From an optimization exercise on the open Yosys and OpenROAD flow, aimed at small area, a short achievable clock period and few clock cycles per item; shortcuts taken in it are not production practice.
Function was checked by simulation only, so behaviour that the tests miss may differ from the original.

==> job 2506: inputs <==
==> flow/design.v (excerpt) <==
module lwm_core (
    input  wire        clk,
    input  wire        rst,           
    input  wire        bus_valid,
    input  wire        bus_write,
    input  wire [5:0]  bus_addr,      
    input  wire [1:0]  bus_size,      
    input  wire [31:0] bus_wdata,
    output reg         bus_ready,
    output reg         bus_err,
    output reg  [31:0] bus_rdata
);
export LEC_CHECK = 0
export ABC_AREA = 1
export CAP_MARGIN = 20
export CORE_MARGIN = 2
export CORE_UTILIZATION = 35
export GPL_ROUTABILITY_DRIVEN = 1
export PLACE_DENSITY = 0.5
export SLEW_MARGIN = 20
create_clock -name core_clock -period 17.0 [get_ports {clk}]
standard.sh (not shown) runs the stock make flow with config.mk's settings and CLKGATE_MAP_FILE= SYNTH_SCRIPT=/design/flow/synth_recipe.tcl, a recipe that flattens the netlist after the stock synthesis.
==> flow/flow/run.sh <==
#!/bin/bash
set -euo pipefail
bash standard.sh SETUP_SLACK_MARGIN=9 finish > flow_standard.log 2>&1
==> job 345 (differences from job 2506) <==
--- a/flow/design.v
+++ b/flow/design.v
@@ -365,15 +365,15 @@
     input  wire [5:0]  bus_addr,      
     input  wire [1:0]  bus_size,      
     input  wire [31:0] bus_wdata,
     output reg         bus_ready,
     output reg         bus_err,
     output reg  [31:0] bus_rdata
 );
-    localparam integer K  = 3;             
+    localparam integer K  = 4;             
     localparam integer WW = 35 + K;        
     localparam [31:0] ID_VALUE = 32'h4C574D01;
     localparam [7:0] OP_TOFIX = 8'h01, OP_FROMFIX = 8'h02, OP_QCONV = 8'h03,
                      OP_QADD = 8'h08, OP_QSUB = 8'h09, OP_QMUL = 8'h0A,
                      OP_QDIV = 8'h0B, OP_QADDI = 8'h0C, OP_QSUBI = 8'h0D,
                      OP_QMULI = 8'h0E, OP_QDIVI = 8'h0F, OP_GADD = 8'h10,
                      OP_GSUB = 8'h11, OP_GMUL = 8'h12, OP_GDIV = 8'h13,
@@ -432,22 +432,16 @@
                 OP_CLARKE, OP_PARK, OP_REVPARK: op_known = 1'b1;
                 default:                        op_known = 1'b0;
             endcase
         end
     endfunction
     function [1:0] fpad;               
         input [6:0] l;
-        reg [3:0] d;
         begin
-            d = {2'b0, l[1:0]} + {2'b0, l[3:2]} + {2'b0, l[5:4]} + {3'b0, l[6]};
-            case (d)
-                4'd0, 4'd3, 4'd6, 4'd9:  fpad = 2'd0;
-                4'd1, 4'd4, 4'd7, 4'd10: fpad = 2'd2;
-                default:                 fpad = 2'd1;
-            endcase
+            fpad = 2'd0 - l[1:0];
         end
     endfunction
     function [K-1:0] fmask;
         input [1:0] f;
         begin
             fmask = ~({K{1'b1}} >> f);
         end
@@ -547,17 +541,15 @@
     wire [31:0] as_x   = (!idle && as_g) ? treg : opa;
     wire [31:0] as_y   = idle ? opb : as_g ? Dn : treg;
     wire        as_sub = idle ? bus_wdata[0] : c_op[0];    
     wire [32:0] as_sum;
     addbk #(32) u_as (.a(as_x), .b(as_sub ? ~as_y : as_y), .ci(as_sub), .s(as_sum));
     wire [31:0] as_out = as_sum[31:0];
     wire [WW:0]  w_sum;
-    addbk #(WW) u_wsum (.a(first ? wc : ws),
-                        .b(first ? {{(WW-19){1'b0}}, res0[17:0], 1'b0} : wc),
-                        .ci(1'b0), .s(w_sum));
+    addbk #(WW) u_wsum (.a(ws), .b(wc), .ci(1'b0), .s(w_sum));
     wire         w_neg = w_sum[WW-1];
     wire         rsq   = oh[S_SQP];
     wire [31:0]  rs_a = rsq ? res0 : (first ? 32'd0 : (neg ? qn : qp));
     wire [31:0]  rs_b = first ? 32'd0 : (rsq ? qp : (neg ? ~qp : ~qn));
     wire [31:0]  rs_c = first ? 32'd0 : (rsq ? ~qn : {31'd0, neg & w_neg});
     wire         rci = !first && ((!rsq && neg) || !w_neg);
     wire [31:0]  rs_s = rs_a ^ rs_b ^ rs_c;
@@ -577,16 +569,16 @@
             q   = big ? x[31:13] : x[25:7];
             sm  = {1'b0, q} + (big ? 20'd8192 : 20'd128);
             stp = big ? (x[31:14] == 18'd4096) : (x[31:8] == 24'd64);
             sq_first = {1'b0, ng || stp,
                         ng ? 32'd0 : stp ? (big ? 32'd8192 : 32'd128) : {13'd0, sm[19:1]}};
         end
     endfunction
-    wire [33:0] s1i = sq_first(idle ? opa : xr);          
-    wire [33:0] s1f = s1i;
+    wire [33:0] s1i = sq_first(opa);
+    wire [33:0] s1f = sq_first(xr);
     reg  rom_c, rom_sin, rom_flip;
     always @(*) begin
         rom_c    = ang_c;
         rom_sin  = 1'b0;
         rom_flip = 1'b0;
         case (st)
             S_TRC: begin rom_c = 1'b0; end
@@ -608,23 +600,29 @@
     wire m_idle = oh[S_IDLE];
     wire s_alz  = m_idle | oh[S_M0] | oh[S_M2];                      
     wire s_als  = oh[S_PK1] | oh[S_PK3];                             
     wire s_ah   = oh[S_M1] | oh[S_M3];                               
     wire s_b16  = oh[S_PK2] | oh[S_PK4];                             
     wire s_k    = oh[S_CK1];
     wire s_g    = oh[S_SQ1];
+    wire t_bl   = m_idle | oh[S_M0] | oh[S_M1];                      
+    wire t_bh   = oh[S_M2] | oh[S_M3];                               
+    wire t_c    = oh[S_PK1] | oh[S_PK2] | oh[S_PK3] | oh[S_PK4] | oh[S_CK1];
     wire u_sh   = oh[S_M1] | oh[S_M3];                               
     wire u_acc  = oh[S_M2] | oh[S_PK2] | oh[S_PK4];                  
     wire [17:0] ma = ({18{s_alz}} & {2'b00, opa[15:0]}) |
                      ({18{s_als}} & {{2{opa[15]}}, opa[15:0]}) |
                      ({18{s_ah}}  & {{2{opa[31]}}, opa[31:16]}) |
                      ({18{s_b16}} & {{2{opb[15]}}, opb[15:0]}) |
                      ({18{s_k}}   & KSQ3) |
                      ({18{s_g}}   & {1'b0, res0[16:0]});
-    wire [17:0] mb = creg;                                   
+    wire [17:0] mb = ({18{t_bl}}  & {2'b00, opb[15:0]}) |
+                     ({18{t_bh}}  & {{2{opb[31]}}, opb[31:16]}) |
+                     ({18{t_c}}   & creg) |
+                     ({18{s_g}}   & {1'b0, res0[16:0]});
     wire [35:0] madd = ({36{u_sh}}  & {{16{ws[35]}}, ws[35:16]}) |
                        ({36{u_acc}} & ws[35:0]) |
                        ({36{s_g}}   & ~{4'd0, sq_x});              
     wire [35:0] mp;
     lwm_mac18 u_mac (.a(ma), .b(mb), .c(madd), .p(mp));
     wire [31:0] pk_res = (c_op == OP_PARK) ? sat15(wc[31:0])
                                            : {{16{wc[30]}}, wc[30:15]};
@@ -647,15 +645,17 @@
             else if (dv_qn[k]) dv_a =  {{(WW-32-K){1'b0}}, Dn, {K{1'b0}}};
             else               dv_a = {WW{1'b0}};
             dv_s = dv_ys ^ dv_yc ^ dv_a;
             dv_c = {((dv_ys & dv_yc) | (dv_ys & dv_a) | (dv_yc & dv_a)), 1'b0};
             dv_c[0] = dv_qp[k];
         end
     end
-    wire        sq_stop = first && ckv && (c_op[4:3] == 2'b11) && wc[WW-1] && !w_sum[WW-1];
+    wire [WW:0] ck_sum;
+    addbk #(WW) u_ck (.a(wc), .b({{(WW-19){1'b0}}, res0[17:0], 1'b0}), .ci(1'b0), .s(ck_sum));
+    wire        sq_stop = first && ckv && (c_op[4:3] == 2'b11) && wc[WW-1] && !ck_sum[WW-1];
     wire signed [7:0] L_set = $signed({2'b0, nclz}) - $signed({2'b0, xclz}) + 8'sd1 +
                               ((!oh[S_ND]) ? 8'sd0 :
                                (c_op == OP_QDIV) ? $signed({3'b0, c_qa}) :
                                (c_op == OP_GDIV) ? $signed({3'b0, c_qr}) : 8'sd0);
     wire [1:0]  f_set = fpad(L_set[6:0]);
     reg w_zw;
     always @(*) begin
@@ -696,14 +696,15 @@
         if (idle)    bus_ready = !(bus_write && acc_ok && ra == 4'd2) || w_zw;
         else if (b1) bus_ready = !acc_ok || (!bus_write && !(ra == 4'd9 && p1));
         else         bus_ready = finish;
     end
     wire div_setup = oh[S_ND] || oh[S_SQ1];
     always @(posedge clk) begin
         if (idle) begin
+            creg  <= ang_c ? {{2{rom_v[15]}}, rom_v} : ck;
             treg  <= ab_a;                                     
             xr    <= opa;                                      
             Dn    <= ab_b;                                     
             iter  <= 3'd2;
             neg   <= opa[31] ^ opb[31];
             flg   <= 1'b0;
         end
@@ -749,29 +750,19 @@
                 fm    <= {K{1'b0}};
                 Lrem  <= Lrem - K;
             end
             S_M0, S_M1, S_M2, S_M3, S_PK1, S_PK3: ws <= {{(WW-36){mp[35]}}, mp};
             S_PK2, S_PK4, S_CK1: wc <= {{(WW-36){mp[35]}}, mp};
             default: ;
         endcase
-        if (oh[S_PKC] | oh[S_PK1] | oh[S_PK2] | oh[S_PK3] |
-            (idle && cmd_wr && w_op[7:1] == 7'h11))              
-            creg <= {{2{rom_v[15]}}, rom_v};
-        else if (idle && cmd_wr && w_op == OP_CLARKE)
-            creg <= ck;
-        else if (oh[S_M1] | oh[S_M2])
-            creg <= {{2{opb[31]}}, opb[31:16]};
-        else if (oh[S_SQX])
-            creg <= {1'b0, s1f[16:0]};
-        else if (oh[S_SQP])
-            creg <= {1'b0, sq_n[16:0]};
-        else if (idle && wr && ra == 4'd5)
-            creg <= {2'b00, bus_wdata[15:0]};
-        else
-            creg <= {2'b00, opb[15:0]};
+        case (st)
+            S_CK0: creg <= ck;
+            S_TRC, S_PKC, S_PK1, S_PK2, S_PK3: creg <= {{2{rom_v[15]}}, rom_v};
+            default: ;
+        endcase
         if (rst) begin
             fault <= 1'b0;
             cz    <= 2'd0;
             cmd   <= 32'd0;
             opa   <= 32'd0;
             opb   <= 32'd0;
             opc   <= 32'd0;
@@ -819,15 +810,15 @@
                                         res0 <= {{16{rom_v[15]}}, rom_v};
                                         begin st <= S_TRS; oh <= ohf(S_TRS); end
                                     end else
                                         begin st <= S_TRC; oh <= ohf(S_TRC); end
                                 end
                                 OP_CLARKE: begin
                                     res0 <= {{16{opa[15]}}, opa[15:0]};
-                                    begin st <= S_CK1; oh <= ohf(S_CK1); end
+                                    begin st <= ang_c ? S_CK0 : S_CK1; oh <= ohf(ang_c ? S_CK0 : S_CK1); end
                                 end
                                 default: begin st <= ang_c ? S_PK1 : S_PKC; oh <= ohf(ang_c ? S_PK1 : S_PKC); end    
                             endcase
                         end
                     end
                 end
                 S_SH: begin
==> flow/flow/run.sh (replaced) <==
#!/bin/bash
set -euo pipefail
bash standard.sh SETUP_SLACK_MARGIN=8.5 finish > flow_standard.log 2>&1
==> summary of the runs <==
Against job 345, the first-iteration DRC count of job 2506 is higher by about 7%.
In job 345 the final cell count is higher than in job 2506, by about 0.7%.
Fmax: job 2506 is higher than job 345 (about 7%).
Global-route usage: job 2506 is higher than job 345 (2.1 points).
Between job 2506 and job 345, the lower count of clock-buffer cells in the layout is in job 345 (gap 3).
==> figures <==
Min Hold Slack: job 2506 459 ps; job 345 458 ps
Initial Utilization: job 2506 35.1%; job 345 35.2%
Clock insertion delay at the later pin of the skew report: job 2506 750 ps; job 345 770 ps
Result of the run: job 2506 no timing/DRC/antenna violations; job 345 no timing/DRC/antenna violations
Routed length on met3: job 2506 67100 um; job 345 64500 um
Post-synthesis simple-gate area fraction: job 2506 25.6%; job 345 25.7%
Cell taking the most area after synthesis: job 2506 nand2_1; job 345 edfxtp_1
Flip-flop and latch area: job 2506 12100 um^2; job 345 12600 um^2
Cells after Synth: job 2506 10.0k; job 345 10.2k
Number of flops mapped to enable cells by yosys: job 2506 223; job 345 274
Number of rows created at floorplan: job 2506 158; job 345 160
Testbench counts of job 2506, summed over its fixed seeds: cycles 98,054, items 12,000.
Testbench counts of job 345, summed over its fixed seeds: cycles 95,108, items 12,000.

[static timing again, ports no longer ideal]
The flow's constraints put no driver on any port. The routed layouts listed below were extracted and timed again, unchanged, in two steps. Step 1 (the two cells are an assumption about what drives the block):
set clk [get_ports {clk}]
set_driving_cell -lib_cell sky130_fd_sc_hd__clkbuf_16 $clk
set_driving_cell -lib_cell sky130_fd_sc_hd__buf_2 [delete_from_list [all_inputs] $clk]
Step 2 also shifts input and output timing later by t, the mid clock arrival at the registers, as if the neighbouring blocks saw the same clock. Slacks: no drivers / after step 1 / after step 2; pairs: no drivers / after step 1.
| run | t, ns | setup WS [ns] | worst setup path after step 2 | clock arrival spread, ns | worst data-port slew with drivers (ns) |
|---|---|---|---|---|---|
| job 2506 | 0.825 | 8.497 / 8.393 / 8.257 | input to register | 0.051 / 0.050 | 0.07 |
| job 345 | 0.825 | 7.886 / 7.886 / 7.804 | input to register | 0.074 / 0.074 | 0.06 |
After both steps every run listed still meets setup and hold. For job 2506, which loses most, drivers alone change the setup slack by -0.104 ns; drivers and shift together by -0.240 ns.
